This is an optimization exercise on Yosys and OpenROAD, whose aim is small area and a short achievable clock period, not a production implementation. Function was checked by simulation only, so behaviour that the tests miss may differ from the original. Power is estimated from default activity; no workload was simulated.

==> inputs of trial 13 <==
==> flow/design.v <==
module hpcalc_au (
    input  wire [55:0] x,
    input  wire [55:0] y,
    input  wire        sub,
    input  wire        cin,        
    input  wire [13:0] mask,
    output wire [55:0] d,
    output wire        cout        
);
    wire [14:0] g0, p0;
    assign g0[0] = sub ^ cin;    
    assign p0[0] = 1'b0;
    wire [55:0] u;
    genvar i;
    generate
        for (i = 0; i < 14; i = i + 1) begin : dg
            wire [3:0] xi = x[4*i +: 4];
            wire [3:0] yr = y[4*i +: 4];
            wire [3:0] yi = sub ? {~(yr[3] | yr[2] | yr[1]), yr[2] ^ yr[1], yr[1], ~yr[0]} : yr;
            wire [4:0] s;
            wire [4:1] cy;
            assign s[0]  = xi[0] ^ yi[0];
            assign cy[1] = xi[0] & yi[0];
            assign s[1]  = xi[1] ^ yi[1] ^ cy[1];
            assign cy[2] = (xi[1] & yi[1]) | (cy[1] & (xi[1] ^ yi[1]));
            assign s[2]  = xi[2] ^ yi[2] ^ cy[2];
            assign cy[3] = (xi[2] & yi[2]) | (cy[2] & (xi[2] ^ yi[2]));
            assign s[3]  = xi[3] ^ yi[3] ^ cy[3];
            assign cy[4] = (xi[3] & yi[3]) | (cy[3] & (xi[3] ^ yi[3]));
            assign s[4]  = cy[4];
            wire       g  = s[4] | (s[3] & (s[2] | s[1]));
            wire [3:0] ui = {s[3] ^ (g & (s[2] | s[1])), s[2] ^ (g & ~s[1]), s[1] ^ g, s[0]};
            wire       p  = g | (ui == 4'd9);
            assign u[4*i +: 4] = ui;
            assign g0[i+1] = mask[i] & g;
            assign p0[i+1] = ~mask[i] | p;
        end
    endgenerate
    wire pg1 = g0[1] | (p0[1] & g0[0]);
    wire pg2 = g0[3] | (p0[3] & g0[2]);
    wire pp2 = p0[3] & p0[2];
    wire pg3 = g0[5] | (p0[5] & g0[4]);
    wire pp3 = p0[5] & p0[4];
    wire pg4 = g0[7] | (p0[7] & g0[6]);
    wire pp4 = p0[7] & p0[6];
    wire pg5 = g0[9] | (p0[9] & g0[8]);
    wire pp5 = p0[9] & p0[8];
    wire pg6 = g0[11] | (p0[11] & g0[10]);
    wire pp6 = p0[11] & p0[10];
    wire pg7 = g0[13] | (p0[13] & g0[12]);
    wire pp7 = p0[13] & p0[12];
    wire pg8 = g0[2] | (p0[2] & pg1);
    wire pg9 = pg2 | (pp2 & pg1);
    wire pg10 = g0[6] | (p0[6] & pg3);
    wire pp10 = p0[6] & pp3;
    wire pg11 = pg4 | (pp4 & pg3);
    wire pp11 = pp4 & pp3;
    wire pg12 = g0[10] | (p0[10] & pg5);
    wire pp12 = p0[10] & pp5;
    wire pg13 = pg6 | (pp6 & pg5);
    wire pp13 = pp6 & pp5;
    wire pg14 = g0[14] | (p0[14] & pg7);
    wire pp14 = p0[14] & pp7;
    wire pg15 = g0[4] | (p0[4] & pg9);
    wire pg16 = pg3 | (pp3 & pg9);
    wire pg17 = pg10 | (pp10 & pg9);
    wire pg18 = pg11 | (pp11 & pg9);
    wire pg19 = g0[12] | (p0[12] & pg13);
    wire pp19 = p0[12] & pp13;
    wire pg20 = pg7 | (pp7 & pg13);
    wire pp20 = pp7 & pp13;
    wire pg21 = pg14 | (pp14 & pg13);
    wire pp21 = pp14 & pp13;
    wire pg22 = g0[8] | (p0[8] & pg18);
    wire pg23 = pg5 | (pp5 & pg18);
    wire pg24 = pg12 | (pp12 & pg18);
    wire pg25 = pg13 | (pp13 & pg18);
    wire pg26 = pg19 | (pp19 & pg18);
    wire pg27 = pg20 | (pp20 & pg18);
    wire pg28 = pg21 | (pp21 & pg18);
    wire [14:0] cc;
    assign cc[0] = g0[0];
    assign cc[1] = pg1;
    assign cc[2] = pg8;
    assign cc[3] = pg9;
    assign cc[4] = pg15;
    assign cc[5] = pg16;
    assign cc[6] = pg17;
    assign cc[7] = pg18;
    assign cc[8] = pg22;
    assign cc[9] = pg23;
    assign cc[10] = pg24;
    assign cc[11] = pg25;
    assign cc[12] = pg26;
    assign cc[13] = pg27;
    assign cc[14] = pg28;
    generate
        for (i = 0; i < 14; i = i + 1) begin : ds
            wire [3:0] ui = u[4*i +: 4];
            wire       k  = cc[i];
            wire [3:0] u1 = {(ui[2] & ui[1] & ui[0]) | (ui[3] & ~ui[0]),
                             ui[2] ^ (ui[1] & ui[0]),
                             ui[1] ^ (ui[0] & ~ui[3]),
                             ~ui[0]};
            assign d[4*i +: 4] = (k ? u1 : ui);
        end
    endgenerate
    assign cout = sub ^ cc[14];
endmodule
module hpcalc_core (
    input  wire        clk,
    input  wire        rst,        
    input  wire [9:0]  word,       
    input  wire [5:0]  kin,        
    output reg  [2:0]  rom,        
    output reg  [7:0]  off,        
    output reg         latch,      
    output reg  [11:0] s,          
    output reg  [3:0]  p,          
    output reg         fault,      
    output reg  [55:0] a,
    output reg  [55:0] b,
    output reg  [55:0] c
);
    wire [1:0] cls = word[1:0];
    wire [1:0] grp = word[3:2];
    wire [3:0] n4  = word[9:6];
    wire [1:0] sop = word[5:4];
    wire [5:0] m6  = word[9:4];
    wire is_jnc  = (cls == 2'b11);
    wire is_jc   = (cls == 2'b01);
    wire is_reg  = (cls == 2'b10);
    wire is_ctrl = (cls == 2'b00);
    wire is_stat = is_ctrl && (grp == 2'b01);
    wire is_ptr  = is_ctrl && (grp == 2'b11);
    wire is_wait = is_ctrl && (grp == 2'b10);
    wire is_misc = is_ctrl && (grp == 2'b00);
    wire misc_nop    = is_misc && (m6 == 6'b000000);
    wire misc_selrom = is_misc && (m6[2:0] == 3'b001);
    wire misc_ret    = is_misc && (m6 == 6'b000010);
    wire misc_keys   = is_misc && (m6 == 6'b000011);
    wire misc_waitnk = is_misc && (m6 == 6'b000100);
    wire illegal =
        (is_stat && sop == 2'b11 && n4 != 4'd0) ||
        (is_ptr  && sop[1]       && n4 != 4'd0) ||
        (is_misc && !(misc_nop || misc_selrom || misc_ret || misc_keys || misc_waitnk));
    wire [2:0] fld = word[4:2];
    reg  [13:0] mask;
    integer j;
    always @(*) begin
        for (j = 0; j < 14; j = j + 1) begin
            case (fld)
                3'd0: mask[j] = (p == j);
                3'd1: mask[j] = (j >= 3) && (j <= 12);
                3'd2: mask[j] = (j <= 2);
                3'd3: mask[j] = 1'b1;
                3'd4: mask[j] = (j <= p);
                3'd5: mask[j] = (j >= 3);
                3'd6: mask[j] = (j == 2);
                default: mask[j] = (j == 13);
            endcase
        end
    end
    wire any_active = !((fld == 3'd0) && (p >= 4'd14));
    wire [4:0] op = word[9:5];
    reg xa, xc, yb, yc, sub, cin1, arith;
    reg da, db, dc;            
    reg ca, cb, cc;            
    reg shla, shra, shrb, shrc;
    reg b_from_a, c_from_a, c_from_b;
    always @(*) begin
        {xa, xc, yb, yc, sub, cin1, arith} = 7'd0;
        {da, db, dc, ca, cb, cc} = 6'd0;
        {shla, shra, shrb, shrc} = 4'd0;
        {b_from_a, c_from_a, c_from_b} = 3'd0;
        case (op)
            5'h00: begin yb = 1; sub = 1; arith = 1; end                      
            5'h01: begin cb = 1; end                                          
            5'h02: begin xa = 1; yc = 1; sub = 1; arith = 1; end              
            5'h03: begin xc = 1; sub = 1; cin1 = 1; arith = 1; end            
            5'h04: begin yb = 1; dc = 1; arith = 1; end                       
            5'h05: begin yc = 1; sub = 1; dc = 1; arith = 1; end              
            5'h06: begin cc = 1; end                                          
            5'h07: begin yc = 1; sub = 1; cin1 = 1; dc = 1; arith = 1; end    
            5'h08: begin shla = 1; end
            5'h09: begin xa = 1; db = 1; arith = 1; end                       
            5'h0A: begin xa = 1; yc = 1; sub = 1; dc = 1; arith = 1; end      
            5'h0B: begin xc = 1; sub = 1; cin1 = 1; dc = 1; arith = 1; end    
            5'h0C: begin xc = 1; da = 1; arith = 1; end                       
            5'h0D: begin yc = 1; sub = 1; arith = 1; end                      
            5'h0E: begin xa = 1; yc = 1; dc = 1; arith = 1; end               
            5'h0F: begin xc = 1; cin1 = 1; dc = 1; arith = 1; end             
            5'h10: begin xa = 1; yb = 1; sub = 1; arith = 1; end              
            5'h11: begin yc = 1; db = 1; c_from_b = 1; end                    
            5'h12: begin shrc = 1; end
            5'h13: begin xa = 1; sub = 1; cin1 = 1; arith = 1; end            
            5'h14: begin shrb = 1; end
            5'h15: begin xc = 1; yc = 1; dc = 1; arith = 1; end               
            5'h16: begin shra = 1; end
            5'h17: begin ca = 1; end                                          
            5'h18: begin xa = 1; yb = 1; sub = 1; da = 1; arith = 1; end      
            5'h19: begin yb = 1; da = 1; b_from_a = 1; end                    
            5'h1A: begin xa = 1; yc = 1; sub = 1; da = 1; arith = 1; end      
            5'h1B: begin xa = 1; sub = 1; cin1 = 1; da = 1; arith = 1; end    
            5'h1C: begin xa = 1; yb = 1; da = 1; arith = 1; end               
            5'h1D: begin yc = 1; da = 1; c_from_a = 1; end                    
            5'h1E: begin xa = 1; yc = 1; da = 1; arith = 1; end               
            5'h1F: begin xa = 1; cin1 = 1; da = 1; arith = 1; end             
        endcase
    end
    wire o4 = op[4], o3 = op[3], o2 = op[2], o1 = op[1], o0 = op[0];
    wire fxa  = (o1 & ~o0) | (~o4 & o3 & ~o2 & ~o1) | (o4 & ~o0) | (o4 & o1);
    wire fxc  = (~o4 & ~o2 & o1 & o0) | (~o4 & o3 & ~o1 & ~o0) | (o4 & ~o3 & o2) | (~o4 & o3 & o1 & o0);
    wire fyb  = (~o3 & ~o1 & ~o0) | (o4 & o3 & ~o2 & ~o1) | (o4 & ~o1 & ~o0);
    wire fyc  = (o1 & ~o0) | (o2 & ~o1 & o0) | (~o3 & ~o1 & o0) | (~o3 & o2 & o0);
    wire fsub = (~o2 & ~o0) | (~o2 & o1) | (~o4 & o2 & ~o1 & o0) | (~o3 & o1);
    wire fcin = o1 & o0;
    wire [55:0] xop = ({56{fxa}} & a) | ({56{fxc}} & c);
    wire [55:0] yop = ({56{fyb}} & b) | ({56{fyc}} & c);
    wire [55:0] dsum;
    wire        acarry;
    hpcalc_au u_au (
        .x    (xop),
        .y    (yop),
        .sub  (fsub),
        .cin  (fcin),
        .mask (mask),
        .d    (dsum),
        .cout (acarry)
    );
    wire au_carry  = any_active & arith & acarry;
    wire au_clears = ca | cb | cc;
    wire run = !rst && !fault;
    wire wr  = run && is_reg;
    wire [15:0] mk = {1'b0, mask, 1'b0};    
    wire [55:0] a_nx, b_nx, c_nx;
    genvar i;
    generate
        for (i = 0; i < 14; i = i + 1) begin : rg
            wire w   = wr & mask[i];
            wire sad = w & da;
            wire sal = w & shla & mk[i];
            wire sar = w & shra & mk[i+2];
            wire ha  = !rst & !(w & (da | ca | shla | shra));
            wire sbd = w & db;
            wire sbr = w & shrb & mk[i+2];
            wire sba = w & b_from_a;
            wire hb  = !rst & !(w & (db | cb | shrb | b_from_a));
            wire scd = w & dc;
            wire scr = w & shrc & mk[i+2];
            wire sca = w & c_from_a;
            wire scb = w & c_from_b;
            wire hc  = !rst & !(w & (dc | cc | shrc | c_from_a | c_from_b));
            wire [3:0] al = (i > 0)  ? a[4*i-4 +: 4] : 4'd0;
            wire [3:0] ar = (i < 13) ? a[4*i+4 +: 4] : 4'd0;
            wire [3:0] br = (i < 13) ? b[4*i+4 +: 4] : 4'd0;
            wire [3:0] cr = (i < 13) ? c[4*i+4 +: 4] : 4'd0;
            wire [3:0] dd = dsum[4*i +: 4];
            assign a_nx[4*i +: 4] = ({4{ha}} & a[4*i +: 4]) | ({4{sad}} & dd) |
                                    ({4{sal}} & al) | ({4{sar}} & ar);
            assign b_nx[4*i +: 4] = ({4{hb}} & b[4*i +: 4]) | ({4{sbd}} & dd) |
                                    ({4{sbr}} & br) | ({4{sba}} & a[4*i +: 4]);
            assign c_nx[4*i +: 4] = ({4{hc}} & c[4*i +: 4]) | ({4{scd}} & dd) |
                                    ({4{scr}} & cr) | ({4{sca}} & a[4*i +: 4]) |
                                    ({4{scb}} & b[4*i +: 4]);
        end
    endgenerate
    always @(posedge clk) begin
        a <= a_nx;
        b <= b_nx;
        c <= c_nx;
    end
    wire s_bit = (n4 <= 4'd11) ? s[n4] : 1'b0;
    wire [7:0] off_inc = off + 8'd1;
    always @(posedge clk) begin
        if (rst) begin
            rom   <= 3'd0;
            off   <= 8'd0;
            latch <= 1'b0;
            s     <= 12'd0;
            p     <= 4'd0;
            fault <= 1'b0;
        end else if (!fault) begin
            if (illegal) begin
                fault <= 1'b1;
            end else begin
                off <= off_inc;
                if (is_jnc) begin
                    if (!latch) off <= word[9:2];
                    latch <= 1'b0;
                end
                if (is_jc) begin
                    if (latch) off <= word[9:2];
                    latch <= 1'b0;
                end
                if (is_reg) begin
                    if (au_clears)
                        latch <= 1'b0;
                    else
                        latch <= latch | au_carry;
                end
                if (is_stat) begin
                    case (sop)
                        2'b00: if (n4 <= 4'd11) s[n4] <= 1'b1;    
                        2'b01: latch <= latch | s_bit;           
                        2'b10: if (n4 <= 4'd11) s[n4] <= 1'b0;    
                        2'b11: s <= 12'd0;                       
                    endcase
                end
                if (is_ptr) begin
                    case (sop)
                        2'b00: p <= n4;                          
                        2'b01: latch <= latch | (p == n4);       
                        2'b10: p <= p + 4'd1;                    
                        2'b11: p <= p - 4'd1;                    
                    endcase
                end
                if (is_wait) begin                               
                    if (kin != m6) off <= off;
                end
                if (misc_selrom) rom <= word[9:7];
                if (misc_ret)    off <= 8'd0;                    
                if (misc_keys)   off <= {2'b00, kin};
                if (misc_waitnk && kin != 6'd0) off <= off;
            end
        end
    end
endmodule
==> flow/flow/run.sh <==
#!/bin/bash
# Layout flow: the standard ORFS flow, with the port buffers made of the
# smallest buffer instead of the delay buffer that buffer_ports picks itself.
set -uo pipefail
export BUFFER_PORTS_ARGS="-buffer_cell sky130_fd_sc_hd__buf_1"
bash standard.sh > standard_flow.log 2>&1
==> flow/standard.sh <==
#!/bin/bash
# synth_recipe.tcl (not shown) runs the flow's synth.tcl, then flattens the netlist and writes it again
# the make line also repeats each setting of config.mk as NAME=value (left out here)
make -C /OpenROAD-flow-scripts/flow DESIGN_CONFIG=/design/flow/config.mk WORK_HOME=/design/flow/orfs CLKGATE_MAP_FILE= SYNTH_SCRIPT=/design/flow/synth_recipe.tcl "${@:-finish}"
==> flow/config.mk <==
export PLATFORM = sky130hd
export DESIGN_NAME = hpcalc_core
export DESIGN_NICKNAME = hpcalc_core
export VERILOG_FILES = /design/flow/design.v
export SDC_FILE = /design/flow/constraint.sdc
export NUM_CORES = 4
export LEC_CHECK = 0
export CAP_MARGIN = 20
export CORE_MARGIN = 2
export CORE_UTILIZATION = 40
export SLEW_MARGIN = 20
==> flow/constraint.sdc <==
create_clock -name core_clock -period 40.0 [get_ports {clk}]
set_input_delay 8.0000 -clock core_clock [delete_from_list [all_inputs] [get_ports {clk}]]
set_output_delay 8.0000 -clock core_clock [all_outputs]
set_load 0.01 [all_outputs]
==> inputs of trial 11, as changes to trial 13 <==
==> flow/run.sh (new file) <==
#!/bin/bash
# synth_recipe.tcl (not shown) runs the flow's synth.tcl, then flattens the netlist and writes it again
# the make line also repeats each setting of config.mk as NAME=value (left out here)
make -C /OpenROAD-flow-scripts/flow DESIGN_CONFIG=/design/flow/config.mk WORK_HOME=/design/flow/orfs CLKGATE_MAP_FILE= SYNTH_SCRIPT=/design/flow/synth_recipe.tcl finish
removed: flow/flow/run.sh
removed: flow/standard.sh
==> run notes <==
----------------------------------------------------
[Run status]
  Run status ... timing/DRC/antenna clean

[Power]
  Sum of internal, switching and leakage power ... ~0.00050 W

[Timing]
  Worst slew margin relative to its limit ... about 16%

[Layout]
  Most common library cell in the layout ignoring fill and taps ... buf_1

[Place]
  Placement Setup Slack ... between 20 and 30 ns

----------------------------------------------------
That was trial 13.
==> run notes <==
----------------------------------------------------
[Synthesis]
  Most area-hungry cell type in the Yosys netlist ... dfxtp_1

[Timing]
  Max-slew violations ... 0
  Worst slew margin relative to its limit ... approximately 18%

[Layout]
  Most common library cell in the layout ignoring fill and taps ... clkdlybuf4s50_1

[Place]
  Placement Setup Slack ... 24.68 ns

[Run status]
  Run status ... timing/DRC/antenna clean

[Power]
  Sum of internal, switching and leakage power ... 0.000489 W

[Floorplanning]
  Core Footprint ... a little under 40000 sq um

----------------------------------------------------
That was trial 11.

afterwards: timing with drivers on the ports:
The results above use ideal ports. As a check the final layouts listed here were re-extracted and re-timed, cells and wires unchanged. Step 1 sets driving cells, clkbuf_16 on the clock port and buf_2 on the other inputs (assumed; they add their load-dependent delay and slew). Step 2, shift: input delay + t, output delay - t, t = (earliest + latest rising clock arrival at the registers) / 2. This alone moves slack from input paths to output paths. Three values: no drivers, after step 1, after step 2; two values: the first two.
| run | t, ns | setup slack, ns | worst register clock-pin slew, ns | worst slew at a driven data input, ns |
|---|---|---|---|---|
| trial 13 | 0.528 | 25.482 / 25.511 / 24.983 | 0.08 / 0.08 | 0.03 |
| trial 11 | 0.512 | 25.009 / 25.042 / 24.529 | 0.08 / 0.08 | 0.04 |
After both steps setup and hold are still met in every run listed. The setup slack of trial 13, which loses most, moves by +0.029 ns with the drivers and by -0.499 ns with both steps.
